Background: an optimization exercise with open tools, aiming at small area. Do not read the settings as production practice.
Function was checked by simulation only, so behaviour that the tests miss may differ from the original.
The clock port is modelled as an ideal driver, which makes a skipped or thinned clock tree look cheaper than it is; a real chip needs a root buffer or a tree.
No activity file was given, so power comes from the tool's default toggle rates.

==> flow/design.v <==
module ri_codec (
    input  wire        clk,
    input  wire        rst_n,
    input  wire        tick,          
    input  wire        edge_valid,    
    input  wire        edge_rising,   
    input  wire        uart_valid,    
    input  wire [7:0]  uart_data,
    output wire        ri_out,        
    output wire        input_en,      
    output wire        frame_active,  
    output wire        rx_valid,      
    output wire [11:0] rx_cmd,
    output wire        tx_valid,      
    output wire [15:0] tx_cmd
);
    reg  [15:0] pt;        
    reg  [3:0]  tk;        
    reg  [11:0] bbuf;      
    reg         fip;       
    reg  [2:0]  len;       
    reg         bad;       
    reg         lastx;     
    reg  [15:0] val;       
    reg         act;       
    reg         pin;       
    reg  [3:0]  ph;        
    reg  [1:0]  q;         
    wire       ph_hdr = (ph == 4'd0);
    wire       ph_trl = (ph == 4'd13);
    wire       bitv   = val[4'd12 - ph];
    wire       c100 = pt[6] & pt[5] & pt[2];
    wire       c200 = pt[7] & pt[6] & pt[3];
    wire       c300 = pt[8] & pt[5] & pt[3] & pt[2];
    wire       c400 = pt[8] & pt[7] & pt[4];
    wire       hit  = act & (pin ? (ph_hdr ? c300 : c100)
                                 : (ph_hdr ? c400 : ((bitv & !ph_trl) ? c300 : c200)));
    wire       go_low      = hit & pin;
    wire       phase_end   = hit & !pin;
    wire       phase_start = phase_end & !ph_trl;
    wire       done        = phase_end & ph_trl;
    wire ev_frame = (q == 2'b01);
    wire ev_bit   = q[1];
    wire ev_uart  = len[2] & len[1];
    wire tx_start = ev_uart & !bad & !lastx;
    wire tk12     = (tk == 4'd12);
    wire tk13     = (tk == 4'd13);
    wire act_mid   = tx_start | (act & !done);
    wire armed_mid = act ? done : !tx_start;
    wire zero_pt   = tx_start | phase_start | done;
    wire [2:0] len_mid = ev_uart ? 3'd0 : len;
    wire edge_taken = edge_valid & !act_mid;
    wire hdr  = pt > 16'd250 && pt < 16'd350;
    wire one  = pt > 16'd150 && pt < 16'd250;
    wire zro  = pt > 16'd50  && pt < 16'd150;
    wire edge_put = edge_taken & !zero_pt & (edge_rising ? hdr : (one | zro));
    wire uart_taken = uart_valid & armed_mid;
    wire       is_x   = (uart_data == 8'h78);
    wire       is_dig = (uart_data[7:4] == 4'h3) & (uart_data[3:0] <= 4'd9);
    wire       is_let = (uart_data[7:6] == 2'b01) & (uart_data[4:3] == 2'b00) &
                        (uart_data[2:0] != 3'd0) & (uart_data[2:0] != 3'd7);
    wire [3:0] nib    = uart_data[6] ? {1'b0, uart_data[2:0]} + 4'd9 : uart_data[3:0];
    always @(posedge clk) begin
        if (!rst_n) begin
            pt    <= 16'd0;
            tk    <= 4'd0;
            fip   <= 1'b0;
            len   <= 3'd0;
            act   <= 1'b0;
            pin   <= 1'b0;
            q     <= 2'b00;
        end else begin
            pt <= ((zero_pt | edge_taken) ? 16'd0 : pt) + {15'd0, tick};
            act <= act_mid;
            if (tx_start) begin
                pin <= 1'b1;
            end else if (go_low) begin
                pin <= 1'b0;
            end else if (phase_start) begin
                pin <= 1'b1;
            end
            if (ev_frame) begin
                tk  <= 4'd0;
                fip <= 1'b1;
            end else if (ev_bit) begin
                if (tk12) begin
                    tk  <= 4'd13;
                    fip <= 1'b0;
                end else begin
                    tk  <= tk + 4'd1;
                end
            end else if (tk13) begin
                tk <= 4'd0;
            end
            q <= edge_put ? (edge_rising ? 2'b01 : {1'b1, one}) : 2'b00;
            len <= uart_taken ? len_mid + 3'd1 : len_mid;
        end
    end
    always @(posedge clk) begin
        if (tx_start)
            ph <= 4'd15;
        else if (phase_start || ph == 4'd15)
            ph <= ph + 4'd1;
        if (ev_bit)
            bbuf <= {bbuf[10:0], q[0]};
        if (uart_taken) begin
            lastx <= is_x;
            bad   <= !is_x & (!(is_dig | is_let) | (bad & (len_mid != 3'd0)));
            val   <= is_x ? 16'd0 : {val[11:0], nib};
        end
    end
    assign ri_out       = pin;
    assign input_en     = !act;
    assign frame_active = fip;
    assign rx_valid     = tk13;
    assign rx_cmd       = bbuf;
    assign tx_valid     = act & (ph == 4'd15);
    assign tx_cmd       = val;
endmodule
clock: 10.0 ns
lec_check: 0
abc_clock_period_in_ps: 100000
cap_margin: 20
core_margin: 2
core_utilization: 70
place_density: 0.8
slew_margin: 20
standard.sh (not shown) runs the stock make flow with config.mk's settings and CLKGATE_MAP_FILE= SYNTH_SCRIPT=/design/flow/synth_recipe.tcl, a recipe that flattens the netlist after the stock synthesis.
==> flow/flow/run.sh <==
#!/bin/bash
# The standard layout (the standard.sh, standard synthesis included) with
# two changes:
#  - the port buffers are the smallest buffer, buf_1, instead of the default;
#  - the clock tree is built by flow/manual_cts.tcl (a PRE_CTS_TCL hook): the
#    clock port drives 4 clkbuf_8, each driving one cluster of registers.
# All tool output goes to standard.log here and to ORFS's logs under orfs/.
set -euo pipefail
here=$(pwd)
export BUFFER_PORTS_ARGS="-buffer_cell sky130_fd_sc_hd__buf_1"
export PRE_CTS_TCL="$here/flow/manual_cts.tcl"
export MANUAL_CTS_CELL=sky130_fd_sc_hd__clkbuf_8
export MANUAL_CTS_COUNT=4
bash standard.sh > standard.log 2>&1
Other scripts of this flow, unchanged in this note and not shown: flow/flow/manual_cts.tcl
The starting point passed the timing, design-rule and antenna checks.
Rerun with:
Settings changed: ABC_CLOCK_PERIOD_IN_PS 100000 to default.
=> The changed run completed with no timing, DRC or antenna violations. Fmax stays the same. Core utilization stays the same. Cell area does not change. Worst setup slack is unchanged. Power stays the same. Via count does not change. Worst hold slack is unchanged. Sequential power stays flat. Critical path depth is unchanged. Die area stays the same. Combinational power hardly moves.
In every run of this note, the design's own scripts or RTL, not TritonCTS, make the clock network.

port drivers added, routing unchanged:
The results above use ideal ports. As a check the final layouts listed here were re-extracted and re-timed, cells and wires unchanged. Step 1 sets driving cells, clkbuf_16 on the clock port and buf_2 on the other inputs (assumed; they add their load-dependent delay and slew). Step 2, shift: input delay + t, output delay - t, t = (earliest + latest rising clock arrival at the registers) / 2. This alone moves slack from input paths to output paths. Three values: no drivers, after step 1, after step 2; two values: the first two.
| run | t, ns | setup slack, ns | hold slack, ns | clock arrival spread, ns | slew at the worst register clock pin (ns) |
|---|---|---|---|---|---|
| the first run | 0.201 | 6.052 / 6.052 / 6.052 | 0.440 / 0.440 / 0.440 | 0.028 / 0.028 | 0.10 / 0.10 |
| the second run | 0.201 | 6.052 / 6.052 / 6.052 | 0.440 / 0.440 / 0.440 | 0.028 / 0.028 | 0.10 / 0.10 |
After both steps setup and hold are still met in every run listed.
